This design comes from an exercise in tuning for small area on the open sky130 flow, not from production work.
The RTL was checked by simulation tests, not by an equivalence proof against the original design.
Power figures rest on the tool's default switching activity, not on a simulated workload.

==> flow/design.v <==
module yarisc_core (
    input  wire        clk,
    input  wire        rst,           
    output wire        mem_req,
    output wire        mem_we,
    output wire [15:0] mem_addr,
    output wire [15:0] mem_wdata,
    input  wire        mem_ready,
    input  wire [15:0] mem_rdata,
    output wire        halted,
    output wire        panicked,
    output wire [1:0]  panic_code,
    input  wire [3:0]  dbg_sel,
    output wire [15:0] dbg_data
);
    localparam [3:0] S_LDIP   = 4'd0,
                     S_FETCH  = 4'd1,
                     S_INC    = 4'd3,
                     S_FETCH2 = 4'd2,
                     S_INC2   = 4'd6,
                     S_EX1    = 4'd7,
                     S_EX2    = 4'd5,
                     S_MEM    = 4'd4,
                     S_HALT   = 4'd12,
                     S_PANIC  = 4'd13,
                     S_CLR    = 4'd8;
    reg [3:0]  state;
    reg [15:0] x [0:7];               
    reg        flag_c, flag_z;
    reg [15:6] ir;                    
    reg [3:0]  op;                    
    reg [15:0] t;                     
    reg [1:0]  pcode;                 
    wire [5:0] wop = mem_rdata[5:0];
    wire w_two   = (wop == 6'h01) | (wop == 6'h02) | (wop == 6'h04);
    wire w_three = (wop == 6'h10) | (wop == 6'h11);
    wire w_jmp   = (wop == 6'h2A);
    wire w_jcc   = (wop == 6'h2C);
    wire w_nh    = (wop == 6'h3E) | (wop == 6'h3F);
    wire w_legal = w_two | w_three | w_jmp | w_jcc | w_nh;
    reg [15:0] w_mbz;
    always @(*) begin
        w_mbz = 16'h0000;
        if (w_two)
            w_mbz = !mem_rdata[15] ? 16'h7000 : !mem_rdata[14] ? 16'h2000 : 16'h3E00;
        else if (w_three)
            w_mbz = (mem_rdata[15] & mem_rdata[14]) ? 16'h1000 : 16'h0000;
        else if (w_jmp)
            w_mbz = mem_rdata[15] ? 16'h7FC0 : 16'h0000;
        else if (w_jcc)
            w_mbz = mem_rdata[15] ? 16'h3F00 : 16'h0100;
        else if (w_nh)
            w_mbz = 16'hFFC0;
    end
    wire w_bad = |(mem_rdata & w_mbz);
    wire two_op   = !op[3] & !op[2];
    wire three_op = !op[3] &  op[2];
    wire is_mov   = two_op & op[0];
    wire is_ldr   = two_op & op[1];
    wire is_str   = two_op & !op[1] & !op[0];
    wire is_adc   = three_op & op[0];
    wire is_jmp   = op[3] & !op[2] & op[1];
    wire is_jcc   = op[3] & !op[2] & !op[1];
    wire is_hlt   = op[3] & op[2] & op[0];
    wire sel      = ir[15];
    wire loc      = ir[14];
    wire two_word = sel & (op[3] ? !op[2] : loc);
    wire short    = sel & !loc;
    wire [2:0] f_rd = ir[8:6];
    wire [2:0] f_ra = ir[11:9];
    wire [2:0] f_rb = ir[14:12];
    wire [1:0] jm    = {flag_z, flag_c} & ir[7:6];
    wire jcc_taken   = ir[14] ? (jm == 2'b00) : (jm != 2'b00);
        wire st_ldip  = (state == S_LDIP);
    wire st_fetch = (state == S_FETCH);
    wire st_inc   = (state == S_INC);
    wire st_fetch2= (state == S_FETCH2);
    wire st_inc2  = (state == S_INC2);
    wire st_ex1   = (state == S_EX1);
    wire st_ex2   = (state == S_EX2);
    wire st_mem   = (state == S_MEM);
    wire stopped  = (state == S_HALT) | (state == S_PANIC);
    wire st_clr   = (state == S_CLR);
    reg [2:0] rsel;
    always @(*) begin
        if (st_ldip | st_inc | st_inc2)  rsel = 3'd7;
        else if (st_ex1)                      rsel = three_op ? f_rb : f_ra;
        else if (st_ex2)                      rsel = (three_op & short) ? f_rd : f_ra;
        else                                  rsel = f_rd;
    end
    wire a_en = st_ldip | (st_mem & is_str) | st_inc | st_inc2 | (st_ex1 & !sel & !op[3]) | (st_ex2 & three_op);
    wire [7:0] rhot = stopped ? ({8{!dbg_sel[3]}} & (8'd1 << dbg_sel[2:0])) : ({8{a_en}} & (8'd1 << rsel));
    wire       fhot = stopped & dbg_sel[3];
    wire [15:0] r;
    yarisc_rport u_rport (
        .x0(x[0]), .x1(x[1]), .x2(x[2]), .x3(x[3]),
        .x4(x[4]), .x5(x[5]), .x6(x[6]), .x7(x[7]),
        .hot(rhot), .fl({flag_z, flag_c}), .fhot(fhot), .r(r));
    reg [15:0] kon;
    always @(*) begin
        kon = 16'h0000;
        if (st_inc | st_inc2)
            kon = 16'h0002;
        else if (st_ex1 & op[3])
            kon = is_jmp ? {{6{ir[14]}}, ir[14:6], 1'b0} : {{10{ir[13]}}, ir[13:9], 1'b0};
        else if (st_ex1 & sel)
            kon = {{12{ir[12]}}, ir[12:9]};
    end
    wire [15:0] opa = r;
    wire ld_data = st_fetch2 | st_mem;
    wire [15:0] opb = (t & {16{st_ex2}}) | (mem_rdata & {16{ld_data}}) | kon;
    wire [16:0] sum;
    yarisc_add u_add (.a(opa), .b(opb), .ci(st_ex2 & is_adc & flag_c), .s(sum));
    wire [15:0] wbus = sum[15:0];
    wire ip_wr = st_inc | st_inc2 | (st_ex2 & (is_jmp | (is_jcc & jcc_taken)));
    wire rd_wr = (st_ex2 & (is_mov | three_op)) | (st_mem & mem_ready & is_ldr);
    wire [2:0] waddr = ip_wr ? 3'd7 : f_rd;
    wire t_wr = st_ldip | st_inc | (st_fetch2 & mem_ready) | (st_ex1 & !two_word);
    assign mem_req   = st_fetch | st_fetch2 | st_mem;
    assign mem_we    = st_mem & is_str;
    assign mem_addr  = t;
    assign mem_wdata = r;
    assign halted     = (state == S_HALT);
    assign panicked   = (state == S_PANIC);
    assign panic_code = pcode & {2{panicked}};
    assign dbg_data   = r;
    wire [3:0] s_end = (pcode == 2'd3) ? S_PANIC : is_hlt ? S_HALT : S_LDIP;
    wire [15:0] wdat = wbus;
    wire [7:0]  wen  = ({8{ip_wr | rd_wr}} & (8'd1 << waddr)) | {8{st_clr}};
    integer i;
    always @(posedge clk)
        for (i = 0; i < 8; i = i + 1)
            if (wen[i]) x[i] <= wdat;
    always @(posedge clk) begin
        if (t_wr) t <= wbus;
        if (st_fetch & mem_ready) begin
            ir <= mem_rdata[15:6];
            op <= {mem_rdata[5], mem_rdata[4], mem_rdata[1], mem_rdata[0]};
        end
    end
    always @(posedge clk) begin
        if (rst) begin
            state  <= S_CLR;
            flag_c <= 1'b0;
            flag_z <= 1'b0;
            pcode  <= 2'd0;
        end else begin
            if (st_ex2 & (is_mov | three_op))
                flag_z <= (sum[15:0] == 16'h0000);
            if (st_ex2 & three_op)
                flag_c <= sum[16];
            case (state)
                S_LDIP: begin
                    if (r[0]) begin
                        pcode <= 2'd2;
                        state <= S_PANIC;
                    end else
                        state <= S_FETCH;
                end
                S_FETCH: begin
                    if (mem_ready) begin
                        pcode <= !w_legal ? 2'd1 : w_bad ? 2'd3 : 2'd0;
                        state <= S_INC;
                    end
                end
                S_INC: begin
                    if (pcode == 2'd1)  state <= S_PANIC;
                    else if (two_word)  state <= S_FETCH2;
                    else                state <= S_EX1;
                end
                S_FETCH2: if (mem_ready) state <= S_INC2;
                S_INC2:   state <= S_EX1;
                S_EX1:    state <= S_EX2;
                S_EX2: begin
                    if (two_op & !is_mov) begin
                        if (t[0]) begin
                            pcode <= 2'd2;
                            state <= S_PANIC;
                        end else
                            state <= S_MEM;
                    end else
                        state <= s_end;
                end
                S_MEM: if (mem_ready) state <= s_end;
                S_CLR: state <= S_LDIP;
                default: ;
            endcase
        end
    end
endmodule
module yarisc_rport (
    input  wire [15:0] x0, x1, x2, x3, x4, x5, x6, x7,
    input  wire [7:0]  hot,
    input  wire [1:0]  fl,
    input  wire        fhot,
    output wire [15:0] r
);
    assign r = (x0 & {16{hot[0]}}) | (x1 & {16{hot[1]}}) | (x2 & {16{hot[2]}}) |
               (x3 & {16{hot[3]}}) | (x4 & {16{hot[4]}}) | (x5 & {16{hot[5]}}) |
               (x6 & {16{hot[6]}}) | (x7 & {16{hot[7]}}) | {14'h0000, fl & {2{fhot}}};
endmodule
module yarisc_add (
    input  wire [15:0] a,
    input  wire [15:0] b,
    input  wire        ci,
    output wire [16:0] s
);
    localparam integer L = 8;
    wire [16:0] c;
    wire [16:L] c0, c1;
    assign c[0] = ci;
    assign c0[L] = 1'b0;
    assign c1[L] = 1'b1;
    genvar k;
    generate
        for (k = 0; k < L; k = k + 1) begin : g_lo
            assign c[k+1] = (a[k] & b[k]) | (c[k] & (a[k] ^ b[k]));
        end
        for (k = L; k < 16; k = k + 1) begin : g_hi
            assign c0[k+1] = (a[k] & b[k]) | (c0[k] & (a[k] ^ b[k]));
            assign c1[k+1] = (a[k] & b[k]) | (c1[k] & (a[k] ^ b[k]));
        end
    endgenerate
    wire [15:L] s0 = a[15:L] ^ b[15:L] ^ c0[15:L];
    wire [15:L] s1 = a[15:L] ^ b[15:L] ^ c1[15:L];
    assign s = c[L] ? {c1[16], s1, a[L-1:0] ^ b[L-1:0] ^ c[L-1:0]}
                    : {c0[16], s0, a[L-1:0] ^ b[L-1:0] ^ c[L-1:0]};
endmodule
==> flow/flow/run.sh <==
#!/bin/bash
set -euo pipefail
export BUFFER_PORTS_ARGS="-buffer_cell sky130_fd_sc_hd__buf_1"
export CTS_ARGS="-sink_clustering_enable -repair_clock_nets -dont_use_dummy_load -buf_list sky130_fd_sc_hd__clkbuf_16 -sink_clustering_size 30 -sink_clustering_max_diameter 100"
bash standard.sh > run_standard.log 2>&1
==> flow/standard.sh <==
#!/bin/bash
# synth_recipe.tcl (not shown) runs the flow's synth.tcl, then flattens the netlist and writes it again
# the make line also repeats each setting of config.mk as NAME=value (left out here)
make -C /OpenROAD-flow-scripts/flow DESIGN_CONFIG=/design/flow/config.mk WORK_HOME=/design/flow/orfs CLKGATE_MAP_FILE= SYNTH_SCRIPT=/design/flow/synth_recipe.tcl "${@:-finish}"
==> flow/config.mk <==
export PLATFORM = sky130hd
export DESIGN_NAME = yarisc_core
export DESIGN_NICKNAME = yarisc_core
export VERILOG_FILES = /design/flow/design.v
export SDC_FILE = /design/flow/constraint.sdc
export NUM_CORES = 4
export LEC_CHECK = 0
export CAP_MARGIN = 20
export CORE_MARGIN = 2
export CORE_UTILIZATION = 40
export PLACE_DENSITY = 0.6
export SLEW_MARGIN = 20
export SYNTH_HIERARCHICAL = 1
export SYNTH_MINIMUM_KEEP_SIZE = 0
==> flow/constraint.sdc <==
create_clock -name core_clock -period 8.0 [get_ports {clk}]
set_input_delay 1.6000 -clock core_clock [delete_from_list [all_inputs] [get_ports {clk}]]
set_output_delay 1.6000 -clock core_clock [all_outputs]
set_load 0.01 [all_outputs]
==> results_dict.tcl, run 1 <==
set metrics [dict create \
    hold_ws_ps 566.3 \
    cp_common_cell "fa_1" \
    slowest_stage "fa_1" \
    hold_violations 0 \
    die_height_um 144.3 \
    synth_top_area_frac 0.6029 \
    cpPeakStageDelay_ps 480 \
    start_util 0.4057 \
    numClockSinks 166 \
    cts_tree "done" \
    clk_pin_slew_ps 60 \
    yosysTopAreaCell "edfxtp_1" \
    numCtsBuffers 17 \
    dr.pass1.iters 5 \
    status "no timing/DRC/antenna violations" \
    fmax_ghz 0.1318 \
    ys_seq_elements 166 \
    fin_skew_ps 27.33 \
    wl_mm 21.39 \
    layout-drive-gt1-share 0.1237 \
    netlist_top_cells_area "edfxtp_1 60%, a22oi_1 5.9%, fa_1 2.3%, nand2_1 2.2%, a21oi_1 2.1%" \
    die_w_um 144.3 \
    drc 0 \
    critPathKind "flip-flop to flip-flop" \
    fp-row-count 51 \
    synth_seq_area_share 0.6232 \
    fin_tns_setup_ps 0 \
    clock-root-buffer "clkbuf_16" \
    crit_path_end_kind "flip-flop" \
    ant_nets 0 \
    grtUsageTotal 0.2083 \
    p_per_area_nw_per_um2 355.6 \
    areaGrowthSynthToFinish_pct 13.53 \
    grt-busiest-layer "met2" \
    use_met2 0.3348 \
    grt_overflow_total 0 \
    yosys_warnings 9 \
    yosysUniqueCellTypes 65 \
    antenna_found_initial 0 \
    grt_pass1_vias 5195 \
    syn_area_um2 7870 \
    num_io_pins 77 \
    setup_viol 0 \
    async_flop_share 0 \
    arrival_ps 7930 \
    synth.avg_cell_area_um2 12.99 \
    synth_cells 606 \
    dp_hpwl_mm 14.40 \
    clk_path_buf_depth 2 \
    leakagePower_nw 3.110 \
    fp.coreArea_um2 19400 \
    ctsHtreeMaxLevel 4 \
    gp_congestion 0.9405 \
    worstPathMaxFanout 19 \
    worstMarginPinSlew_ps 813.7 \
    portBuffers 76 \
    start_kind "flip-flop" \
    hold_path.class "flip-flop to flip-flop" \
    drt-initial-drc-count 598 \
    grt_pass1_wl_mm 31.55 \
    syn_nets 646 \
    fillers 1774 \
    antennaDiodeCount 0 \
    post-route-period-util 0.9487 \
    die_area_um2 20810 \
    via_count 5630 \
    maxCapViolCount 0 \
    synth_edf_count 158 \
    wl_per_cell_um 22.47 \
    gr-usage-met1 0.2938 \
    required_ps 8340 \
    min_period_ps 7589 \
    insertion_delay_ps 430 \
    ir_drop_mv 0.2102 \
    slew_headroom 0.4576 \
    ys.flop_type "edfxtp_1" \
    num-nets-final 729 \
    rsz0062_at_grt "no" \
    vias_per_cell 5.914 \
    grt_max_degree 20 \
    grt_use_met3 0.03940 \
    maxSlewViolCount 0 \
]
==> cell usage in the layout, fill, tap and decap left out, drive strengths merged, types with 5 or more instances in the layout <==
cell type	n
a21oi	35
nor4	8
o31ai	5
a221oi	5
mux2i	8
nand4	16
dfxtp	8
nor3	9
or3	7
nor2	28
fa	9
buf	112
nand2	47
o22ai	7
a221o	12
ha	8
edfxtp	158
nand2b	11
inv	18
o21ai	20
and3	5
a22oi	62
clkbuf	17
nand3	10
==> state kept, by name, summed over array words and instances (netlist names) <==
| name | flops |
|---|---|
| x | 128 |
| t | 16 |
| op | 4 |
| flag_z | 1 |
| ir | 10 |
| state | 4 |
| flag_c | 1 |
| pcode | 2 |
==> kinds of logic after synthesis <==
family	count (synthesis)	share of synthesized area
adders and majority gates	17	0.03561
muxes	10	0.01304
and+or+nand+nor	157	0.1025
DFF	166	0.6232
buffers and inverters	66	0.05072
xor gates and xnor gates	7	0.007790
AOI/OAI and AO/OA	183	0.1671
==> worst max-delay path: cells and delay by family, from the launching register on <==
family / cells / cell delay (ps)
buffers and inverters: 4 / 370
AO/OA/AOI/OAI: 6 / 920
multiplexers: 1 / 350
AND/OR/NAND/NOR: 9 / 2000
adder cells (fa/ha/maj): 9 / 3470
flip-flops: 1 / 360
==> final cells by class <==
class | count | area (um2) | share of cell area
tap | 265 | 331.6 | 0.03711
clock buffer | 17 | 425.4 | 0.04761
inverter | 18 | 67.56 | 0.007562
sequential | 166 | 4905 | 0.5489
multi-input combinational | 374 | 2646 | 0.2962
timing repair buffer | 112 | 559.3 | 0.06260
==> metrics by stage <==
step	cells	total power, mW	setup WS (ps)	util	area (um2)
2_1_floorplan	606	2.144	380.9	-	7870
6_report	952	3.177	410.7	0.4606	8935
4_1_cts	947	3.191	147.0	0.4563	8851
3_3_place_gp	930	2.510	280.1	0.4343	8426
3_5_place_dp	930	2.545	22.00	0.4343	8426
5_1_grt	952	3.329	1.332	0.4606	8935
==> worst paths after layout <==
path,cells past startpoint,slack (ps),to,start
max,29,410,flag_z,state[2]
min,2,570,flag_z,flag_z
max reg2reg,29,410,flag_z,state[2]
min reg2reg,2,570,flag_z,flag_z
==> Yosys stat by module, one instance, submodules excluded <==
module	area (um2)	copies in the design	flip-flops and latches	cells inside
yarisc_rport	706.9	1	0	95
yarisc_add	526.8	1	0	58
yarisc_core	6636	1	166	453
==> where the power goes <==
part           internal (mW)  switching [mW]
combinational          0.236           0.662
sequential              1.51           0.124
clock                  0.368           0.280
==> synth_stat cells (all sizes together), types with 7 or more instances <==
cell type    n
ha           8
nor4         8
nand3       10
inv         18
nor2        28
a221o       12
fa           9
or3          7
clkbuf      11
o21ai       20
edfxtp     158
buf         37
a22oi       62
nand2       47
o22ai        7
nor3         9
nand4       16
a21oi       35
mux2i        8
nand2b      11
dfxtp        8
==> routing by layer <==
metal	share of wire	routed length [um]
met1	0.43	9157
met2	0.49	10510
met3	0.070	1493
met4	0.010	224
met5	0	0
==> what timing repair did <==
item,4_1_cts,5_1_grt
endpoints found under the setup margin,0,1
resized for setup,0,10
hold buffers,0,0
setup buffers,0,5
==> run 2: changes to the inputs <==
==> flow/flow/run.sh (replaced) <==
#!/bin/bash
# The standard layout (standard.sh) with these changes:
#  - synthesis maps the logic with an area-oriented ABC script (flow/area.abc);
#    flip-flops, their names and cell types are those of the standard synthesis;
#  - port buffers use the smallest buffer (buf_1) instead of the resizer's default pick;
#  - clock tree synthesis without dummy loads, with clkbuf_8 buffers.
set -euo pipefail
here=$(pwd)
export FLOW_ABC_SCRIPT="$here/flow/area.abc"
export BUFFER_PORTS_ARGS="-buffer_cell sky130_fd_sc_hd__buf_1"
export CTS_ARGS="-sink_clustering_enable -repair_clock_nets -dont_use_dummy_load -buf_list sky130_fd_sc_hd__clkbuf_8"
sed "s#$here/synth_recipe.tcl#$here/flow/synth.tcl#" standard.sh > flow_standard.sh
grep -q "flow/synth.tcl" flow_standard.sh
bash flow_standard.sh > run_standard.log 2>&1
==> flow/flow/area.abc (new file) <==
strash
&get -n
&fraig -x
&put
scorr
dc2
strash
&get -n
&dch -f
&nf -R 1000
&put
topo
stime -c
buffer -c
upsize -c {D}
dnsize -c {D}
==> flow/flow/synth.tcl (new file) <==
# synth_recipe.tcl with one change: the combinational logic of every module but
# the adder is mapped with flow/area.abc (an area-oriented ABC script) in place
# of ORFS's abc_speed.script; the adder keeps ORFS's script.
proc synth {args} { yosys synth -nofsm -noshare {*}$args }
proc abc {args} {
  set i [lsearch -exact $args -script]
  if { $i < 0 } { return [yosys abc {*}$args] }
  yosys abc {*}$args yarisc_add
  lset args [expr { $i + 1 }] $::env(FLOW_ABC_SCRIPT)
  yosys abc {*}$args yarisc_core yarisc_rport
}
source $::env(SCRIPTS_DIR)/synth.tcl
# left out here: clear keep_hierarchy, flatten, clean up, hide names made inside functions, write 1_2_yosys.v
==> results_dict.tcl, run 2 <==
set metrics [dict create \
    status "no timing/DRC/antenna violations" \
    regMostFlops "x" \
    ys.flop_type "edfxtp_1" \
    clk_pin_slew_ps 80 \
    ant_nets 0 \
    start_util 0.4109 \
    dp_hpwl_mm 14.35 \
    clock-root-buffer "clkbuf_8" \
    min_period_ps 7490 \
    start_kind "flip-flop" \
    fmax_ghz 0.1335 \
    portBuffers 76 \
    fin_tns_setup_ps 0 \
    ys_seq_elements 166 \
    syn_area_um2 7737 \
    maxCapViolCount 0 \
    cts_tree "done" \
    fin_skew_ps 41.23 \
    slew_headroom 0.4434 \
    ctsHtreeMaxLevel 4 \
    antennaDiodeCount 0 \
    die_area_um2 20470 \
    grt_pass1_wl_mm 30.91 \
    grt_pass1_vias 5199 \
    numClockSinks 166 \
    antenna_found_initial 0 \
    grt_overflow_total 0 \
    met3_length_mm 1.142 \
    drt-initial-drc-count 682 \
    reg_top3 "x (128), t (16), ir (10)" \
    fp-row-count 50 \
    layout_commonest_cell "edfxtp_1" \
    areaGrowthSynthToFinish_pct 10.69 \
    syn_nets 619 \
    die_height_um 143.1 \
    insertion_delay_ps 450 \
    place_ws_ps 235.2 \
    wl_met2_mm 10.28 \
    arrival_ps 7850 \
    gp_congestion 0.8919 \
    required_ps 8360 \
    via_count 5377 \
    hold_path.class "flip-flop to flip-flop" \
    die_w_um 143.1 \
    synth_common_cells "158 x edfxtp_1, 46 x nand2_1, 39 x nor2_1" \
    yosys_warnings 9 \
    synth_seq_area_share 0.6339 \
    crit_path_end_kind "flip-flop" \
    grt_max_degree 18 \
    worstMarginPinSlew_ps 832.1 \
    rsz0062_at_grt "no" \
    wl_mm 20.84 \
    async_flop_share 0 \
    cp_common_cell "fa_1" \
    final_cell_mix "158 x edfxtp_1, 76 x buf_1, 46 x nand2_1" \
    yosysTopAreaCell "edfxtp_1" \
    layout-drive-gt1-share 0.1178 \
    post-route-period-util 0.9363 \
    maxSlewViolCount 0 \
    numCtsBuffers 17 \
    synth.avg_cell_area_um2 13.36 \
    wl_per_cell_um 22.60 \
    dr.pass1.iters 8 \
    wl_met1_mm 9.167 \
    netlist_top_cells_area "edfxtp_1 61%, a222oi_1 3.5%, a22oi_1 2.7%, fa_1 2.3%, nand2_1 2.2%" \
    vias_per_cell 5.832 \
    drc 0 \
    setup_viol 0 \
    fp.coreArea_um2 18830 \
    synth_most_common_cell "edfxtp_1" \
    slowest_stage "fa_1" \
    leakagePower_nw 2.989 \
    synth_cells 579 \
    num_io_pins 77 \
    largest_reg_flops 128 \
    p_per_area_nw_per_um2 437.2 \
    r2r_setup_slack_ps 510 \
    clk_path_buf_depth 2 \
    grtUsageTotal 0.2061 \
    synth_edf_count 158 \
    critPathKind "flip-flop to flip-flop" \
    maxUsedRoutingLayer "met4" \
    worstPathMaxFanout 15 \
    ir_drop_mv 0.2813 \
    worst_slack_ps 509.5 \
    num-nets-final 704 \
    power_mw 3.744 \
    yosysUniqueCellTypes 77 \
    synth_top_area_frac 0.6132 \
    cpPeakStageDelay_ps 480 \
    hold_violations 0 \
]
## run 2: final cells by class
type,instances,area [um2]
timing repair buffer,103,488.0
inverter,16,60.06
tap,260,325.3
clock buffer,17,234.0
multi-input combinational,360,2550
fill,1698,10270
sequential,166,4907
## run 2: path summary, 6_finish.rpt
kind,from,end,cells after the start
max,state[2],flag_z,29
min,flag_c,flag_c,2
max reg2reg,state[2],flag_z,29
min reg2reg,flag_c,flag_c,2
## run 2: logic make-up after synthesis
logic type | Yosys count | synth area share
buffers and inverters | 53 | 0.04043
adders and majority gates | 17 | 0.03622
muxes | 7 | 0.009218
xor gates and xnor gates | 5 | 0.005661
AOI/OAI and AO/OA | 158 | 0.1585
and+or+nand+nor | 173 | 0.1161
DFF | 166 | 0.6339
## run 2: critical path, delay by kind of cell (launching register included)
family,cells,cell delay [ps]
adder cells (fa/ha/maj),8,3060
multiplexers,1,390
flip-flops,1,420
AO/OA/AOI/OAI,7,1480
AND/OR/NAND/NOR,9,1670
buffers and inverters,4,380
## run 2: metal layers
metal,global-route usage,up-vias
met2,0.3447,205
li1,-,2460
met4,0.05055,0
met1,0.2769,2688
met5,0,-
met3,0.04125,24
## run 2: modules after synthesis, one instance, submodules excluded
module        cell area (um2)  flip-flops and latches
yarisc_rport            591.8                       0
yarisc_core              6619                     166
yarisc_add              526.8                       0
## run 2: where the power goes
part | switching [mW] | internal [mW]
combinational | 1.07 | 0.400
sequential | 0.151 | 1.69
clock | 0.249 | 0.188
total | 1.47 | 2.28
## run 2: metrics by stage
| stage | cells | hold WS [ps] | utilization | cell area, um2 |
|---|---|---|---|---|
| final | 922 | 503.8 | 0.4548 | 8564 |
| after global routing | 922 | 517.7 | 0.4548 | 8564 |
| after CTS | 921 | 505.6 | 0.4543 | 8554 |
| after detailed placement | 904 | 499.2 | 0.4419 | 8320 |
| after global placement | 904 | 504.5 | 0.4419 | 8320 |
| after floorplan | 579 | 462.5 | - | 7737 |
## run 2: what timing repair did
item                       4_1_cts  5_1_grt
resized for setup                0        2
setup endpoints to repair        0        1
hold buffers                     0        0
setup buffers                    0        1
==> run 3: changes to the inputs <==
==> flow/flow/area.abc (replaced) <==
strash
&get -n
&fraig -x
&put
scorr
dc2
strash
&get -n
&dch -f
&nf -R 1000
&put
==> results_dict.tcl, run 3 <==
set metrics [dict create \
    yosysTopAreaCell "edfxtp_1" \
    postCtsHoldBufs 0 \
    power_mw 3.752 \
    required_ps 8310 \
    die_height_um 140.9 \
    r2r_setup_slack_ps 470 \
    clock-root-buffer "clkbuf_8" \
    leakagePower_nw 2.941 \
    synth_seq_area_share 0.6545 \
    dp_hpwl_mm 13.91 \
    r2r_end "flag_z" \
    drc 0 \
    grt_pass1_wl_mm 31.42 \
    post-route-period-util 0.9410 \
    clk_pin_slew_ps 80 \
    crit_end "flag_z" \
    crit_path_end_kind "flip-flop" \
    drt-initial-drc-count 704 \
    grt-busiest-layer "met2" \
    start_kind "flip-flop" \
    layout_commonest_cell "edfxtp_1" \
    synth_edf_count 158 \
    synth_top_area_frac 0.6332 \
    portBuffers 76 \
    wl_mm 21.00 \
    fin_skew_ps 25.04 \
    gp_congestion 0.9278 \
    arrival_ps 7840 \
    regMostFlops "x" \
    min_from "flag_c" \
    final_cell_mix "158 x edfxtp_1, 76 x buf_1, 47 x nand2_1" \
    fmax_ghz 0.1328 \
    synth_common_cells "158 x edfxtp_1, 47 x nand2_1, 41 x nor2_1" \
    reg2reg_depth 30 \
    ys_seq_elements 166 \
    syn_nets 598 \
    vias_per_cell 6.142 \
    num_io_pins 77 \
    clk_path_buf_depth 2 \
    cpPeakStageDelay_ps 490 \
    reg_top3 "x (128), t (16), ir (10)" \
    maxSlewViolCount 0 \
    cp-startpoint "state[3]" \
    via_count 5522 \
    hold_path.class "flip-flop to flip-flop" \
    gr-usage-met1 0.2906 \
    async_flop_share 0 \
    fp.coreArea_um2 18520 \
    ir_drop_mv 0.2110 \
    worst_slack_ps 472.2 \
    ctsHtreeMaxLevel 4 \
    netlist_top_cells_area "edfxtp_1 63%, a222oi_1 3.6%, a22oi_1 2.8%, fa_1 2.4%, nand2_1 2.4%" \
    slew_headroom 0.4642 \
    rsz0062_at_grt "no" \
    r2r_start "state[3]" \
    setup_viol 0 \
    synth_cells 558 \
    numClockSinks 166 \
    ant_nets 0 \
    fin_tns_setup_ps 0 \
    die_w_um 140.9 \
    num-nets-final 707 \
    largest_reg_flops 128 \
    grt_pass1_vias 5242 \
    yosys_warnings 9 \
    synth.avg_cell_area_um2 13.43 \
    wl_per_cell_um 23.36 \
    grt_max_degree 18 \
    areaGrowthSynthToFinish_pct 12.96 \
    use_met2 0.3435 \
    grt_use_met3 0.04857 \
    maxCapViolCount 0 \
    antenna_found_initial 0 \
    antennaDiodeCount 0 \
    cp_common_cell "fa_1" \
    layout-drive-gt1-share 0.09323 \
    die_area_um2 19840 \
    status "no timing/DRC/antenna violations" \
    yosysUniqueCellTypes 54 \
    min_period_ps 7528 \
    synth_most_common_cell "edfxtp_1" \
    numCtsBuffers 17 \
    fillers 1671 \
    hold_ws_ps 507.0 \
    critPathKind "flip-flop to flip-flop" \
    worstMarginPinSlew_ps 800.9 \
    fp-row-count 50 \
    cts_tree "done" \
    p_per_area_nw_per_um2 443.3 \
    dr.pass1.iters 6 \
    final_core_util 0.4571 \
    ys.flop_type "edfxtp_1" \
    grtUsageTotal 0.2130 \
    grt_overflow_total 0 \
    place_ws_ps 238.7 \
    insertion_delay_ps 450 \
    syn_area_um2 7493 \
    hold_violations 0 \
    worstPathMaxFanout 8 \
    start_util 0.4047 \
    slowest_stage "dfxtp_1" \
]
run 3: cell types whose count changed after synthesis, moves of 3 or more:
cell,delta
buf_4,-3
clkinv_1,+5
and2_0,+4
buf_2,-7
nor2b_1,+3
nor2b_4,-3
clkbuf_1,-3
inv_1,-4
and2_1,-3
run 3: metal layers:
layer | wire [um] | up-vias | share of wire
li1 | - | 2462 | -
met1 | 8989 | 2767 | 0.43
met2 | 10080 | 263 | 0.48
met3 | 1534 | 30 | 0.073
met4 | 399 | 0 | 0.019
met5 | 0 | - | 0
run 3: critical path, delay by kind of cell, from the launching register on:
family,cells,cell delay (ps)
fa+ha+maj,9,3380
simple gates,12,2040
compound gates,6,1300
flops,1,490
buf+inv,3,210
run 3: repair_timing:
| action | CTS | global route |
|---|---|---|
| resized for setup | 0 | 6 |
| buffers inserted | 0 | 0 |
| endpoints found under the setup margin | 0 | 1 |
run 3: how the worst min path moves through the flow:
stage               endpoint  slack, ps  depth (start not counted)
floorplan             flag_c        460                          2
global placement      flag_c        490                          2
detailed placement    flag_c        490                          2
CTS                   flag_c        500                          2
global route          flag_c        530                          2
finish                flag_c        510                          2
run 3: cells by family (layout without fill, tap and decap cells):
kind of cell | after synthesis | after routing | synth area share
AO/OA/AOI/OAI | 158 | 158 | 0.1575
XOR/XNOR | 5 | 5 | 0.005845
adder cells (fa/ha/maj) | 17 | 17 | 0.03740
buffers and inverters | 32 | 139 | 0.02405
flip-flops | 166 | 166 | 0.6545
multiplexers | 7 | 7 | 0.009518
AND/OR/NAND/NOR | 173 | 173 | 0.1112
run 3: layout make-up:
class                      count  area [um2]  share of cell area
clock buffer                  17       234.0             0.02764
inverter                      16       60.06            0.007095
multi-input combinational    360        2462              0.2909
sequential                   166        4905              0.5795
tap                          234       292.8             0.03459
timing repair buffer         106       510.5             0.06031
run 3: per-module statistics from Yosys, one instance, submodules excluded:
module        flip-flops and latches  area, um2  cells inside
yarisc_core                      166       6422           429
yarisc_rport                       0      544.3            71
yarisc_add                         0      526.8            58
run 3: power by group:
part | internal [mW] | switching (mW)
logic | 0.393 | 1.08
registers | 1.69 | 0.150
clock network | 0.188 | 0.254
total | 2.27 | 1.48
run 3: per-stage QoR:
stage | instances | cell area, um2
final | 899 | 8464
after global routing | 899 | 8464
after CTS | 899 | 8448
after detailed placement | 882 | 8214
after global placement | 882 | 8214
after floorplan | 558 | 7493
==> run 4: changes to the inputs <==
--- a/flow/config.mk
+++ b/flow/config.mk
@@ -6,9 +6,9 @@
 export NUM_CORES = 4
 export LEC_CHECK = 0
-export CAP_MARGIN = 20
+export CAP_MARGIN = 0
 export CORE_MARGIN = 2
 export CORE_UTILIZATION = 40
 export PLACE_DENSITY = 0.6
-export SLEW_MARGIN = 20
+export SLEW_MARGIN = 0
 export SYNTH_HIERARCHICAL = 1
 export SYNTH_MINIMUM_KEEP_SIZE = 0
==> results_dict.tcl, run 4 <==
set metrics [dict create \
    status "no timing/DRC/antenna violations" \
    maxSlewViolCount 0 \
    synth_cells 558 \
    hold_path.class "flip-flop to flip-flop" \
    ctsHtreeMaxLevel 4 \
    synth_common_cells "158 x edfxtp_1, 47 x nand2_1, 41 x nor2_1" \
    dp_hpwl_mm 13.91 \
    required_ps 8310 \
    worstPathMaxFanout 8 \
    num-nets-final 707 \
    worstMarginPinSlew_ps 800.9 \
    slowest_stage "dfxtp_1" \
    rsz0062_at_grt "no" \
    fp.coreArea_um2 18520 \
    syn_area_um2 7493 \
    via_count 5522 \
    cts_resized 0 \
    min_period_ps 7528 \
    synth_most_common_cell "edfxtp_1" \
    postCtsHoldBufs 0 \
    ys_seq_elements 166 \
    dpl-instance-area_um2 8214 \
    r2r_start "state[3]" \
    ant_nets 0 \
    antenna_found_initial 0 \
    ir_drop_mv 0.2110 \
    wl_per_cell_um 23.36 \
    drt-initial-drc-count 704 \
    clock-root-buffer "clkbuf_8" \
    areaGrowthSynthToFinish_pct 12.96 \
    min_path_cells 2 \
    fin_tns_setup_ps 0 \
    fmax_ghz 0.1328 \
    antennaDiodeCount 0 \
    die_w_um 140.9 \
    drc 0 \
    start_util 0.4047 \
    cp-startpoint "state[3]" \
    grt_max_degree 18 \
    r2r_end "flag_z" \
    gp_congestion 0.9278 \
    final_cell_mix "158 x edfxtp_1, 76 x buf_1, 47 x nand2_1" \
    die_area_um2 19840 \
    insertion_delay_ps 450 \
    synth.avg_cell_area_um2 13.43 \
    hold_violations 0 \
    r2r_setup_slack_ps 470 \
    synth_top_area_frac 0.6332 \
    async_flop_share 0 \
    slew_headroom 0.4642 \
    post_cts_buffers 0 \
    start_kind "flip-flop" \
    synth_seq_area_share 0.6545 \
    layout-drive-gt1-share 0.09323 \
    cp_common_cell "fa_1" \
    reg2reg_depth 30 \
    final_area_um2 8464 \
    wl_mm 21.00 \
    maxCapViolCount 0 \
    yosys_warnings 9 \
    netlist_top_cells_area "edfxtp_1 63%, a222oi_1 3.6%, a22oi_1 2.8%, fa_1 2.4%, nand2_1 2.4%" \
    leakagePower_nw 2.941 \
    numCtsBuffers 17 \
    vias_per_cell 6.142 \
    die_height_um 140.9 \
    dr.pass1.iters 6 \
    ys.flop_type "edfxtp_1" \
    critPathKind "flip-flop to flip-flop" \
    grt_pass1_vias 5242 \
    cpPeakStageDelay_ps 490 \
    portBuffers 76 \
    p_per_area_nw_per_um2 443.3 \
    clk_path_buf_depth 2 \
    layout_commonest_cell "edfxtp_1" \
    arrival_ps 7840 \
    post-route-period-util 0.9410 \
    regMostFlops "x" \
    reg_top3 "x (128), t (16), ir (10)" \
    hold_end "flag_c" \
    fp-row-count 50 \
    grtUsageTotal 0.2130 \
    setup_viol 0 \
    largest_reg_flops 128 \
    cts_tree "done" \
    numClockSinks 166 \
    synth_edf_count 158 \
    yosysTopAreaCell "edfxtp_1" \
    clk_pin_slew_ps 80 \
    grt_overflow_total 0 \
    yosysUniqueCellTypes 54 \
    fillers 1671 \
    fin_skew_ps 25.04 \
    syn_nets 598 \
    min_from "flag_c" \
    crit_path_end_kind "flip-flop" \
    num_io_pins 77 \
    grt_pass1_wl_mm 31.42 \
]
## run 4: cell counts after synthesis
No cell type changed its count.
## run 4: worst max path at each step
stage	end	cells past startpoint
global placement	flag_z	25
global route	flag_z	30
CTS	flag_z	29
detailed placement	flag_z	29
floorplan	flag_z	29
finish	flag_z	30
## run 4: worst max-delay path: cells and delay by family (launching register included)
| kind | cells | cell delay (ps) |
|---|---|---|
| adder cells (fa/ha/maj) | 9 | 3380 |
| AND/OR/NAND/NOR | 12 | 2040 |
| AO/OA/AOI/OAI | 6 | 1300 |
| buffers and inverters | 3 | 210 |
| flip-flops | 1 | 490 |
## run 4: cell families (layout without fill, tap and decap cells)
| family | Yosys count | count (layout) | share of synthesized area |
|---|---|---|---|
| adder cells (fa/ha/maj) | 17 | 17 | 0.03740 |
| flip-flops | 166 | 166 | 0.6545 |
| AND/OR/NAND/NOR | 173 | 173 | 0.1112 |
| multiplexers | 7 | 7 | 0.009518 |
| AO/OA/AOI/OAI | 158 | 158 | 0.1575 |
| buffers and inverters | 32 | 139 | 0.02405 |
| XOR/XNOR | 5 | 5 | 0.005845 |
## run 4: modules after synthesis (local to each module, per instance)
module / cells inside / copies in the design
yarisc_add: 58 / 1
yarisc_rport: 71 / 1
yarisc_core: 429 / 1
## run 4: cell type report
cell class                      instances  area, um2  area share
Multi-Input combinational cell        360       2462      0.2909
Tap cell                              234      292.8     0.03459
Timing Repair Buffer                  106      510.5     0.06031
Sequential cell                       166       4905      0.5795
Clock buffer                           17      234.0     0.02764
Inverter                               16      60.06    0.007095
## run 4: routing by layer
metal,GRT usage,wire length (um),up-vias
met5,0,0,-
met4,0.06316,399,0
met3,0.04857,1534,30
met2,0.3435,10080,263
met1,0.2906,8989,2767
li1,-,-,2462
## run 4: power by group
group | switching, mW | total (mW) | internal, mW | leakage, nW
registers | 0.150 | 1.84 | 1.69 | 1.62
clock network | 0.254 | 0.442 | 0.188 | 0.122
logic | 1.08 | 1.47 | 0.393 | 1.20
total | 1.48 | 3.75 | 2.27 | 2.94
## run 4: through the flow
stage                     power, mW  setup slack [ps]  hold slack (ps)    util  instances
after CTS                     3.765             233.4            500.5  0.4562        899
after detailed placement      3.327             238.7            491.1  0.4436        882
after global placement        3.280             331.7            487.8  0.4436        882
final                         3.752             472.2            507.0  0.4571        899
after floorplan               2.680             199.4            456.5       -        558
after global routing          3.943             9.952            527.4  0.4571        899
==> run 5: changes to the inputs <==
--- a/flow/design.v
+++ b/flow/design.v
@@ -33,25 +33,7 @@
     reg [1:0]  pcode;                 
     wire [5:0] wop = mem_rdata[5:0];
-    wire w_two   = (wop == 6'h01) | (wop == 6'h02) | (wop == 6'h04);
-    wire w_three = (wop == 6'h10) | (wop == 6'h11);
-    wire w_jmp   = (wop == 6'h2A);
-    wire w_jcc   = (wop == 6'h2C);
-    wire w_nh    = (wop == 6'h3E) | (wop == 6'h3F);
-    wire w_legal = w_two | w_three | w_jmp | w_jcc | w_nh;
-    reg [15:0] w_mbz;
-    always @(*) begin
-        w_mbz = 16'h0000;
-        if (w_two)
-            w_mbz = !mem_rdata[15] ? 16'h7000 : !mem_rdata[14] ? 16'h2000 : 16'h3E00;
-        else if (w_three)
-            w_mbz = (mem_rdata[15] & mem_rdata[14]) ? 16'h1000 : 16'h0000;
-        else if (w_jmp)
-            w_mbz = mem_rdata[15] ? 16'h7FC0 : 16'h0000;
-        else if (w_jcc)
-            w_mbz = mem_rdata[15] ? 16'h3F00 : 16'h0100;
-        else if (w_nh)
-            w_mbz = 16'hFFC0;
-    end
-    wire w_bad = |(mem_rdata & w_mbz);
+    wire w_legal = (wop == 6'h01) | (wop == 6'h02) | (wop == 6'h04) | (wop == 6'h10) |
+                   (wop == 6'h11) | (wop == 6'h2A) | (wop == 6'h2C) | (wop == 6'h3E) |
+                   (wop == 6'h3F);
     wire two_op   = !op[3] & !op[2];
     wire three_op = !op[3] &  op[2];
@@ -70,4 +52,10 @@
     wire [2:0] f_ra = ir[11:9];
     wire [2:0] f_rb = ir[14:12];
+    wire bad_bits =
+        (two_op   & (sel ? (loc ? |ir[13:9] : ir[13]) : |ir[14:12])) |
+        (three_op & sel & loc & ir[12]) |
+        (is_jmp   & sel & |ir[14:6]) |
+        (is_jcc   & (sel ? |ir[13:8] : ir[8])) |
+        (op[3] & op[2] & |ir[15:6]);
     wire [1:0] jm    = {flag_z, flag_c} & ir[7:6];
     wire jcc_taken   = ir[14] ? (jm == 2'b00) : (jm != 2'b00);
@@ -160,9 +148,10 @@
                 S_FETCH: begin
                     if (mem_ready) begin
-                        pcode <= !w_legal ? 2'd1 : w_bad ? 2'd3 : 2'd0;
+                        pcode <= {1'b0, !w_legal};
                         state <= S_INC;
                     end
                 end
                 S_INC: begin
+                    if (!pcode[0]) pcode <= {2{bad_bits}};
                     if (pcode == 2'd1)  state <= S_PANIC;
                     else if (two_word)  state <= S_FETCH2;
@@ -206,23 +195,26 @@
     output wire [16:0] s
 );
-    localparam integer L = 8;
-    wire [16:0] c;
-    wire [16:L] c0, c1;
-    assign c[0] = ci;
-    assign c0[L] = 1'b0;
-    assign c1[L] = 1'b1;
+    wire [8:0]  cl;
+    wire [8:0]  ch;
+    wire [7:0]  sl, th;
+    assign cl[0] = ci;
+    assign ch[0] = 1'b0;
     genvar k;
     generate
-        for (k = 0; k < L; k = k + 1) begin : g_lo
-            assign c[k+1] = (a[k] & b[k]) | (c[k] & (a[k] ^ b[k]));
-        end
-        for (k = L; k < 16; k = k + 1) begin : g_hi
-            assign c0[k+1] = (a[k] & b[k]) | (c0[k] & (a[k] ^ b[k]));
-            assign c1[k+1] = (a[k] & b[k]) | (c1[k] & (a[k] ^ b[k]));
+        for (k = 0; k < 8; k = k + 1) begin : g_byte
+            assign cl[k+1] = (a[k] & b[k]) | (cl[k] & (a[k] ^ b[k]));
+            assign sl[k]   = a[k] ^ b[k] ^ cl[k];
+            assign ch[k+1] = (a[k+8] & b[k+8]) | (ch[k] & (a[k+8] ^ b[k+8]));
+            assign th[k]   = a[k+8] ^ b[k+8] ^ ch[k];
         end
     endgenerate
-    wire [15:L] s0 = a[15:L] ^ b[15:L] ^ c0[15:L];
-    wire [15:L] s1 = a[15:L] ^ b[15:L] ^ c1[15:L];
-    assign s = c[L] ? {c1[16], s1, a[L-1:0] ^ b[L-1:0] ^ c[L-1:0]}
-                    : {c0[16], s0, a[L-1:0] ^ b[L-1:0] ^ c[L-1:0]};
+    wire [8:0] run;                   
+    assign run[0] = 1'b1;
+    generate
+        for (k = 0; k < 8; k = k + 1) begin : g_run
+            assign run[k+1] = run[k] & th[k];
+        end
+    endgenerate
+    wire [7:0] sh = th ^ ({8{cl[8]}} & run[7:0]);
+    assign s = {ch[8] | (cl[8] & run[8]), sh, sl};
 endmodule
==> flow/flow/synth.tcl (replaced) <==
# synth_recipe.tcl with one change: the combinational logic is mapped with
# flow/area.abc (an area-oriented ABC script) in place of ORFS's
# abc_speed.script.
proc synth {args} { yosys synth -nofsm -noshare {*}$args }
proc abc {args} {
  set i [lsearch -exact $args -script]
  if { $i >= 0 } { lset args [expr { $i + 1 }] $::env(FLOW_ABC_SCRIPT) }
  yosys abc {*}$args
}
source $::env(SCRIPTS_DIR)/synth.tcl
# left out here: clear keep_hierarchy, flatten, clean up, hide names made inside functions, write 1_2_yosys.v
--- a/flow/config.mk
+++ b/flow/config.mk
@@ -6,9 +6,11 @@
 export NUM_CORES = 4
 export LEC_CHECK = 0
-export CAP_MARGIN = 0
+export CAP_MARGIN = 20
 export CORE_MARGIN = 2
 export CORE_UTILIZATION = 40
+export GPL_ROUTABILITY_DRIVEN = 0
+export GPL_TIMING_DRIVEN = 0
 export PLACE_DENSITY = 0.6
-export SLEW_MARGIN = 0
+export SLEW_MARGIN = 20
 export SYNTH_HIERARCHICAL = 1
 export SYNTH_MINIMUM_KEEP_SIZE = 0
==> results_dict.tcl, run 5 <==
set metrics [dict create \
    crit_cells 29 \
    r2r_end "flag_z" \
    areaGrowthSynthToFinish_pct 18.70 \
    slowest_stage "fa_2" \
    largest_reg_flops 128 \
    syn_nets 576 \
    drc 0 \
    ys_seq_elements 166 \
    crit_end "flag_z" \
    layout_commonest_cell "edfxtp_1" \
    grt_pass1_wl_mm 31.24 \
    hold_violations 0 \
    grt-busiest-layer "met2" \
    reg2reg_depth 29 \
    status "no timing/DRC/antenna violations" \
    synth_seq_area_share 0.6633 \
    setup_viol 0 \
    synth_cells 536 \
    num-nets-final 690 \
    slew_headroom 0.2648 \
    layout-drive-gt1-share 0.1373 \
    start_kind "flip-flop" \
    vias_per_cell 6.067 \
    hold_ws_ps 526.4 \
    required_ps 8370 \
    die_height_um 140.0 \
    syn_area_um2 7395 \
    post-route-period-util 0.9372 \
    worstPathMaxFanout 10 \
    cp_common_cell "fa_1" \
    antennaDiodeCount 0 \
    grt_max_degree 23 \
    maxCapViolCount 0 \
    synth_common_cells "158 x edfxtp_1, 41 x nand2_1, 31 x nor2_1" \
    yosysUniqueCellTypes 46 \
    critical_path_buf_inv_count 2 \
    regMostFlops "x" \
    clk_path_buf_depth 2 \
    synth.avg_cell_area_um2 13.80 \
    fmax_ghz 0.1334 \
    portBuffers 76 \
    cp-startpoint "op[3]" \
    cpPeakStageDelay_ps 450 \
    worstMarginPinSlew_ps 1100 \
    insertion_delay_ps 460 \
    grtUsageTotal 0.2169 \
    min_period_ps 7498 \
    ctsHtreeMaxLevel 4 \
    final_cell_mix "158 x edfxtp_1, 76 x buf_1, 39 x nand2_1" \
    clock-root-buffer "clkbuf_8" \
    hold_path.class "flip-flop to flip-flop" \
    synth_most_common_cell "edfxtp_1" \
    use_met2 0.3451 \
    wl_mm 20.80 \
    dr.pass1.iters 5 \
    place_ws_ps -549.0 \
    netlist_top_cells_area "edfxtp_1 64%, fa_1 4.1%, a222oi_1 3.7%, a22oi_1 2.2%, dfxtp_1 2.2%" \
    grt_use_met3 0.06085 \
    yosysTopAreaCell "edfxtp_1" \
    drt-initial-drc-count 887 \
    via_count 5321 \
    reg_top3 "x (128), t (16), ir (10)" \
    leakagePower_nw 2.883 \
    gr-usage-met1 0.2866 \
    worst_slack_ps 502.3 \
    die_area_um2 19590 \
    grt_overflow_total 0 \
    fp.coreArea_um2 18020 \
    start_util 0.4102 \
    numCtsBuffers 17 \
    dpl.cell_count 854 \
    critPathKind "flip-flop to flip-flop" \
    num_io_pins 77 \
    dp_hpwl_mm 14.46 \
    die_w_um 140.0 \
    crit_path_end_kind "flip-flop" \
    clk_pin_slew_ps 90 \
    synth_top_area_frac 0.6416 \
    r2r_start "op[3]" \
    maxSlewViolCount 0 \
    arrival_ps 7870 \
    r2r_setup_slack_ps 500 \
    synth_edf_count 158 \
    path_delay_family "adder cells" \
    async_flop_share 0 \
    p_per_area_nw_per_um2 453.2 \
    power_mw 3.978 \
    yosys_warnings 9 \
    fp-row-count 49 \
    numClockSinks 166 \
    wl_per_cell_um 23.71 \
    fin_skew_ps 32.14 \
    ys.flop_type "edfxtp_1" \
    antenna_found_initial 0 \
    grt_pass1_vias 5130 \
    instances_no_fill 877 \
    ant_nets 0 \
    ir_drop_mv 0.1981 \
    cts_tree "done" \
]
## run 5: worst min-delay path by stage
stage,slack [ps],to,cells past startpoint,from
3_5_place_dp,520,flag_c,2,flag_c
5_1_grt,560,flag_c,2,flag_c
6_report,530,flag_c,2,flag_c
4_1_cts,530,flag_c,2,flag_c
3_3_place_gp,500,flag_c,2,flag_c
2_1_floorplan,460,flag_c,2,flag_c
## run 5: final cells by class
type                       count  area, um2
tap                          229      286.5
timing repair buffer          95      543.0
sequential                   166       4911
inverter                      25      93.84
buffer                        16      120.1
fill                        1630       9248
clock buffer                  17      234.0
multi-input combinational    329       2589
## run 5: per-layer routing
layer,share of wire,vias up
li1,-,2364
met5,0,-
met1,0.41,2654
met4,0.021,0
met2,0.48,263
met3,0.088,40
## run 5: what timing repair did
item | in CTS | in global routing
buffers inserted | 2 | 4
pin swaps | 1 | 6
resized for setup | 13 | 17
endpoints found under the setup margin | 46 | 48
hold buffers | 0 | 0
## run 5: stage by stage
stage                     setup TNS [ps]  utilization  area [um2]
final                                  0       0.4870        8777
after global routing              -7.118       0.4870        8777
after CTS                              0       0.4822        8691
after detailed placement           -6165       0.4656        8392
after global placement            -84760       0.4420        7966
after floorplan                        0            -        7395
## run 5: tightest hold or removal path, delay by kind of cell, from the launching register on
kind	cells	cell delay, ps
flip-flops	1	340
AND/OR/NAND/NOR	1	80
AO/OA/AOI/OAI	1	60
## run 5: logic make-up after synthesis
logic type                 count (synthesis)  synth area share
AOI/OAI and AO/OA                        149            0.1501
xor gates and xnor gates                   9           0.01066
adders and majority gates                 17           0.04399
buffers and inverters                     41           0.02893
DFF                                      166            0.6633
muxes                                      5          0.006768
and+or+nand+nor                          149           0.09628
## run 5: Yosys stat by module, one instance, submodules excluded
module	cells	copies in the design
yarisc_add	49	1
yarisc_rport	71	1
yarisc_core	416	1
## run 5: power by group
part | switching [mW] | internal (mW)
sequential | 0.161 | 1.71
clock | 0.249 | 0.187
combinational | 1.14 | 0.532
==> run 6: changes to the inputs <==
--- a/flow/config.mk
+++ b/flow/config.mk
@@ -9,6 +9,4 @@
 export CORE_MARGIN = 2
 export CORE_UTILIZATION = 40
-export GPL_ROUTABILITY_DRIVEN = 0
-export GPL_TIMING_DRIVEN = 0
 export PLACE_DENSITY = 0.6
 export SLEW_MARGIN = 20
==> results_dict.tcl, run 6 <==
set metrics [dict create \
    status "no timing/DRC/antenna violations" \
    postCtsHoldBufs 0 \
    power_frac_clock 0.119 \
    slew_headroom 0.2453 \
    grt_overflow_total 0 \
    pwr-share-comb 0.385 \
    grt_pass1_vias 5136 \
    post-route-period-util 0.9344 \
    leakagePower_nw 2.722 \
    final_cell_mix "158 x edfxtp_1, 76 x buf_1, 41 x nand2_1" \
    ys_seq_elements 166 \
    r2r_start "state[0]" \
    reg_top3 "x (128), t (16), ir (10)" \
    rsz0062_at_grt "no" \
    numClockSinks 166 \
    antenna_found_initial 0 \
    antennaDiodeCount 0 \
    synth_most_common_cell "edfxtp_1" \
    worst_slack_ps 524.7 \
    synth_seq_area_share 0.6633 \
    wl_per_cell_um 24.90 \
    fmax_ghz 0.1338 \
    internal_power_mw 2.272 \
    grt_pass1_wl_mm 31.82 \
    required_ps 8350 \
    die_height_um 140.0 \
    min_path_cells 2 \
    netlist_top_cells_area "edfxtp_1 64%, fa_1 4.1%, a222oi_1 3.7%, a22oi_1 2.2%, dfxtp_1 2.2%" \
    p_switching_mw 1.510 \
    maxSlewViolCount 0 \
    areaGrowthSynthToFinish_pct 12.25 \
    start_util 0.4102 \
    place_ws_ps 498.9 \
    syn_nets 576 \
    drt-initial-drc-count 788 \
    layout-drive-gt1-share 0.07571 \
    largest_reg_flops 128 \
    synth_edf_count 158 \
    layout_commonest_cell "edfxtp_1" \
    wl_mm 21.49 \
    num-nets-final 676 \
    cp-startpoint "state[0]" \
    p_per_area_nw_per_um2 455.7 \
    gp_congestion 0.9370 \
    clock-root-buffer "clkbuf_8" \
    clk_pin_slew_ps 70 \
    dp_hpwl_mm 14.25 \
    dr.pass1.iters 6 \
    synth_common_cells "158 x edfxtp_1, 41 x nand2_1, 31 x nor2_1" \
    portBuffers 76 \
    synth.avg_cell_area_um2 13.80 \
    switching_share 0.3993 \
    worstMarginPinSlew_ps 1125 \
    vias_per_cell 6.147 \
    die_area_um2 19590 \
    grtUsageTotal 0.2207 \
    synth_cells 536 \
    yosys_warnings 9 \
    ant_nets 0 \
    reg2reg_depth 27 \
    hold_path.class "flip-flop to flip-flop" \
    ctsHtreeMaxLevel 4 \
    seqPwrFrac 0.496 \
    critPathKind "flip-flop to flip-flop" \
    fp-row-count 49 \
    ys.flop_type "edfxtp_1" \
    numCtsBuffers 17 \
    yosysTopAreaCell "edfxtp_1" \
    arrival_ps 7820 \
    ir_drop_mv 0.1902 \
    clk_path_buf_depth 2 \
    regMostFlops "x" \
    syn_area_um2 7395 \
    maxCapViolCount 0 \
    drc 0 \
    setup_viol 0 \
    r2r_end "flag_z" \
    fp.coreArea_um2 18020 \
    via_count 5305 \
    r2r_setup_slack_ps 520 \
    cts_tree "done" \
    min_period_ps 7475 \
    num_io_pins 77 \
    fin_skew_ps 39.22 \
    yosysUniqueCellTypes 46 \
    hold_violations 0 \
    synth_top_area_frac 0.6416 \
    grt_max_degree 19 \
    fillers 1654 \
    crit_path_end_kind "flip-flop" \
    fin_tns_setup_ps 0 \
    start_kind "flip-flop" \
    async_flop_share 0 \
    worstPathMaxFanout 14 \
    die_w_um 140.0 \
    min_from "flag_c" \
    insertion_delay_ps 470 \
    hold_end "flag_c" \
]
run 6: worst max path at each step:
stage | end | slack (ps) | depth (start not counted)
floorplan | flag_z | 700 | 22
global placement | flag_z | 840 | 26
detailed placement | flag_z | 500 | 26
CTS | flag_z | 440 | 26
global route | flag_z | 5 | 27
finish | flag_z | 520 | 27
run 6: timing repair:
action / 4_1_cts / 5_1_grt
buffers inserted: 0 / 0
resized for setup: 0 / 3
endpoints found under the setup margin: 0 / 1
run 6: kinds of logic after synthesis:
group,after synthesis,synth area share
compound gates,149,0.1501
xor+xnor,9,0.01066
flops,166,0.6633
buf+inv,41,0.02893
simple gates,149,0.09628
fa+ha+maj,17,0.04399
mux,5,0.006768
run 6: cell type report:
type,instances,area (um2),area share
Clock buffer,17,234.0,0.02819
Tap cell,229,286.5,0.03452
Multi-Input combinational cell,329,2338,0.2817
Sequential cell,166,4905,0.5909
Timing Repair Buffer,97,442.9,0.05336
Inverter,25,93.84,0.01131
run 6: per-stage QoR:
stage	hold slack (ps)	instance area (um2)	power, mW	util	instances
finish	529.0	8300	3.783	0.4605	863
global route	553.2	8300	3.982	0.4605	863
CTS	527.8	8293	3.794	0.4601	863
detailed placement	519.2	8059	3.354	0.4471	846
global placement	512.0	8059	3.313	0.4471	846
floorplan	456.5	7395	2.721	-	536
run 6: per-module statistics from Yosys, one instance, submodules excluded:
module | cells | cell area [um2] | flops+latches
yarisc_rport | 71 | 544.3 | 0
yarisc_core | 416 | 6351 | 166
yarisc_add | 49 | 499.2 | 0
run 6: per-layer routing:
layer  vias up  routed length (um)  track usage  share of wire
li1       2337                   -            -              -
met1      2657                9245       0.3063           0.43
met2       279               10050       0.3427           0.47
met3        32                1822      0.05573          0.085
met4         0                 370      0.07211          0.017
met5         -                   0            0              0
run 6: power groups by stage:
stage	Clock, mW	Combinational, mW	Sequential (mW)
floorplan	0	0.858	1.86
global placement	0	1.44	1.88
detailed placement	0	1.46	1.89
CTS	0.454	1.47	1.87
global route	0.489	1.58	1.91
finish	0.448	1.46	1.88
run 6: critical path: stages, from the launching register on:
cell and delay (ps):
dfxtp_1 600, nor2b_1 290, nand2_1 160, a21oi_1 370, mux2i_1 240, a22oi_1 110, nor2_2 320, o32ai_2 160
a222oi_1 350, nand3_1 320, fa_1 530, fa_1 390, fa_1 390, fa_1 390, fa_1 390, fa_1 370
clkinv_1 60, fa_1 180, fa_1 200, nor3b_1 80, nor2b_1 150, nor2b_1 150, nor2b_1 170, nand3_1 100
xnor2_1 220, nor4_1 250, nand4_1 150, a211oi_1 280
==> run 7: changes to the inputs <==
--- a/flow/flow/run.sh
+++ b/flow/flow/run.sh
@@ -9,5 +9,5 @@
 export FLOW_ABC_SCRIPT="$here/flow/area.abc"
 export BUFFER_PORTS_ARGS="-buffer_cell sky130_fd_sc_hd__buf_1"
-export CTS_ARGS="-sink_clustering_enable -repair_clock_nets -dont_use_dummy_load -buf_list sky130_fd_sc_hd__clkbuf_8"
+export CTS_ARGS="-repair_clock_nets -dont_use_dummy_load -buf_list sky130_fd_sc_hd__clkbuf_8"
 sed "s#$here/synth_recipe.tcl#$here/flow/synth.tcl#" standard.sh > flow_standard.sh
 grep -q "flow/synth.tcl" flow_standard.sh
==> results_dict.tcl, run 7 <==
set metrics [dict create \
    reg_top3 "x (128), t (16), ir (10)" \
    slowest_stage "dfxtp_1" \
    portBuffers 76 \
    pwr-share-comb 0.385 \
    dp_hpwl_mm 14.25 \
    fin_tns_setup_ps 0 \
    maxUsedRoutingLayer "met4" \
    antenna_found_initial 0 \
    p_switching_mw 1.510 \
    arrival_ps 7820 \
    grtUsageTotal 0.2207 \
    largest_reg_flops 128 \
    internal_power_mw 2.272 \
    maxCapViolCount 0 \
    cts_tree "done" \
    wl_met2_mm 10.05 \
    clock-root-buffer "clkbuf_8" \
    synth_edf_count 158 \
    rsz0062_at_grt "no" \
    leakagePower_nw 2.722 \
    instances_no_fill 863 \
    regArea_um2 4905 \
    dr.pass1.iters 6 \
    gp_congestion 0.9370 \
    numClockSinks 166 \
    vias_per_cell 6.147 \
    die_height_um 140.0 \
    fin_skew_ps 39.22 \
    maxSlewViolCount 0 \
    critPathKind "flip-flop to flip-flop" \
    status "no timing/DRC/antenna violations" \
    r2r_start "state[0]" \
    crit_path_end_kind "flip-flop" \
    fp.coreArea_um2 18020 \
    min_period_ps 7475 \
    layout_commonest_cell "edfxtp_1" \
    final_core_util 0.4605 \
    worstPathMaxFanout 14 \
    met3_length_mm 1.822 \
    clk_pin_slew_ps 70 \
    yosysUniqueCellTypes 46 \
    fmax_ghz 0.1338 \
    grt_overflow_total 0 \
    cp-startpoint "state[0]" \
    regMostFlops "x" \
    cpPeakStageDelay_ps 600 \
    slew_headroom 0.2453 \
    multi_input_area_um2 2338 \
    ant_nets 0 \
    synth_common_cells "158 x edfxtp_1, 41 x nand2_1, 31 x nor2_1" \
    synth_most_common_cell "edfxtp_1" \
    power_mw 3.783 \
    path_delay_family "adder cells" \
    die_w_um 140.0 \
    p_per_area_nw_per_um2 455.7 \
    fillers 1654 \
    num_io_pins 77 \
    antennaDiodeCount 0 \
    layout-drive-gt1-share 0.07571 \
    syn_area_um2 7395 \
    insertion_delay_ps 470 \
    grt_pass1_vias 5136 \
    wl_per_cell_um 24.90 \
    worstMarginPinSlew_ps 1125 \
    grt_max_degree 19 \
    netlist_top_cells_area "edfxtp_1 64%, fa_1 4.1%, a222oi_1 3.7%, a22oi_1 2.2%, dfxtp_1 2.2%" \
    clk_path_buf_depth 2 \
    cp_common_cell "fa_1" \
    final_cell_mix "158 x edfxtp_1, 76 x buf_1, 41 x nand2_1" \
    wl_met1_mm 9.245 \
    yosysTopAreaCell "edfxtp_1" \
    drc 0 \
    min_from "flag_c" \
    areaGrowthSynthToFinish_pct 12.25 \
    syn_nets 576 \
    post_cts_buffers 0 \
    seqPwrFrac 0.496 \
    ys.flop_type "edfxtp_1" \
    required_ps 8350 \
    critical_path_buf_inv_count 1 \
    start_util 0.4102 \
    yosys_warnings 9 \
    worst_slack_ps 524.7 \
    synth_top_area_frac 0.6416 \
    power_frac_clock 0.119 \
    synth.avg_cell_area_um2 13.80 \
    start_kind "flip-flop" \
    ys_seq_elements 166 \
    dpl.cell_count 846 \
    grt_pass1_wl_mm 31.82 \
    ctsHtreeMaxLevel 4 \
    setup_viol 0 \
    drt-initial-drc-count 788 \
    fp-row-count 49 \
    synth_seq_area_share 0.6633 \
    place_ws_ps 498.9 \
    r2r_setup_slack_ps 520 \
    wl_mm 21.49 \
    num-nets-final 676 \
    hold_violations 0 \
    switching_share 0.3993 \
    post-route-period-util 0.9344 \
    die_area_um2 19590 \
    numCtsBuffers 17 \
    synth_cells 536 \
    async_flop_share 0 \
    hold_path.class "flip-flop to flip-flop" \
    via_count 5305 \
    ir_drop_mv 0.1902 \
]
## run 7: cell counts after synthesis
No cell type changed its count.
## run 7: cell type report
type / instances / area share
inverters: 25 / 0.01131
flip-flops and latches: 166 / 0.5909
clock buffers: 17 / 0.02819
repair buffers: 97 / 0.05336
well taps: 229 / 0.03452
multi-input cells: 329 / 0.2817
## run 7: layer usage
layer | vias to the layer above | global-route usage
li1 | 2337 | -
met1 | 2657 | 0.3063
met2 | 279 | 0.3427
met3 | 32 | 0.05573
met4 | 0 | 0.07211
met5 | - | 0
## run 7: worst min-delay path, delay by kind of cell (launching register included)
kind            cells  cell delay [ps]
compound gates      1               60
flops               1              350
simple gates        1               70
## run 7: path summary, 6_finish.rpt
path,endpoint,cells past startpoint
setup / recovery,flag_z,27
hold / removal,flag_c,2
setup reg to reg,flag_z,27
hold reg to reg,flag_c,2
## run 7: Yosys stat by module (local to each module, per instance)
module        flops+latches  cells inside  times used  cell area [um2]
yarisc_core             166           416           1             6351
yarisc_add                0            49           1            499.2
yarisc_rport              0            71           1            544.3
## run 7: kinds of logic after synthesis
family                     Yosys count  synth area share
AOI/OAI and AO/OA                  149            0.1501
DFF                                166            0.6633
buffers and inverters               41           0.02893
muxes                                5          0.006768
and+or+nand+nor                    149           0.09628
xor gates and xnor gates             9           0.01066
adders and majority gates           17           0.04399
## run 7: what timing repair did
| action | 4_1_cts | 5_1_grt |
|---|---|---|
| endpoints found under the setup margin | 0 | 1 |
| resized for setup | 0 | 3 |
| endpoints found under the hold margin | 0 | 0 |
| hold buffers | 0 | 0 |
## run 7: power by group through the flow
stage,Sequential (mW),Clock [mW],Combinational (mW)
2_1_floorplan,1.86,0,0.858
3_3_place_gp,1.88,0,1.44
3_5_place_dp,1.89,0,1.46
4_1_cts,1.87,0.454,1.47
5_1_grt,1.91,0.489,1.58
6_report,1.88,0.448,1.46
## run 7: per-stage QoR
| step | hold slack (ps) | area [um2] |
|---|---|---|
| finish | 529.0 | 8300 |
| global route | 553.2 | 8300 |
| global placement | 512.0 | 8059 |
| detailed placement | 519.2 | 8059 |
| floorplan | 456.5 | 7395 |
| CTS | 527.8 | 8293 |

afterwards: timing with drivers on the ports:
The flow's constraints put no driver on any port. The routed layouts listed below were extracted and timed again, unchanged, in two steps.
Step 1 assumes that a clkbuf_16 drives the clock port and a buf_2 every other input.
Step 2 moves the port delays by t, midway between the first and last clock arrival at a register: inputs arrive t later, outputs are due t later. That takes back most of the time a late clock gives input paths.
Slacks: ideal ports / drivers / drivers and shift; pairs: ideal ports / drivers.
run	shift t [ns]	setup WS [ns]	hold slack, ns	worst setup path after step 2	clock arrival spread, ns
run 1	0.454	0.411 / 0.411 / 0.102	0.566 / 0.566 / 0.566	input to register	0.027 / 0.027
run 2	0.460	0.510 / 0.510 / 0.220	0.504 / 0.504 / 0.504	input to register	0.041 / 0.041
run 3	0.472	0.472 / 0.472 / 0.224	0.507 / 0.507 / 0.507	input to register	0.025 / 0.025
run 4	0.472	0.472 / 0.472 / 0.224	0.507 / 0.507 / 0.507	input to register	0.025 / 0.025
run 5	0.486	0.502 / 0.502 / 0.155	0.526 / 0.526 / 0.526	input to register	0.033 / 0.032
run 6	0.489	0.525 / 0.525 / 0.525	0.529 / 0.529 / 0.529	register to register	0.039 / 0.040
run 7	0.489	0.525 / 0.525 / 0.525	0.529 / 0.529 / 0.529	register to register	0.039 / 0.040
After both steps setup and hold are still met in every run listed. For run 5, which loses most, drivers alone change the setup slack by 0.000 ns; drivers and shift together by -0.347 ns.
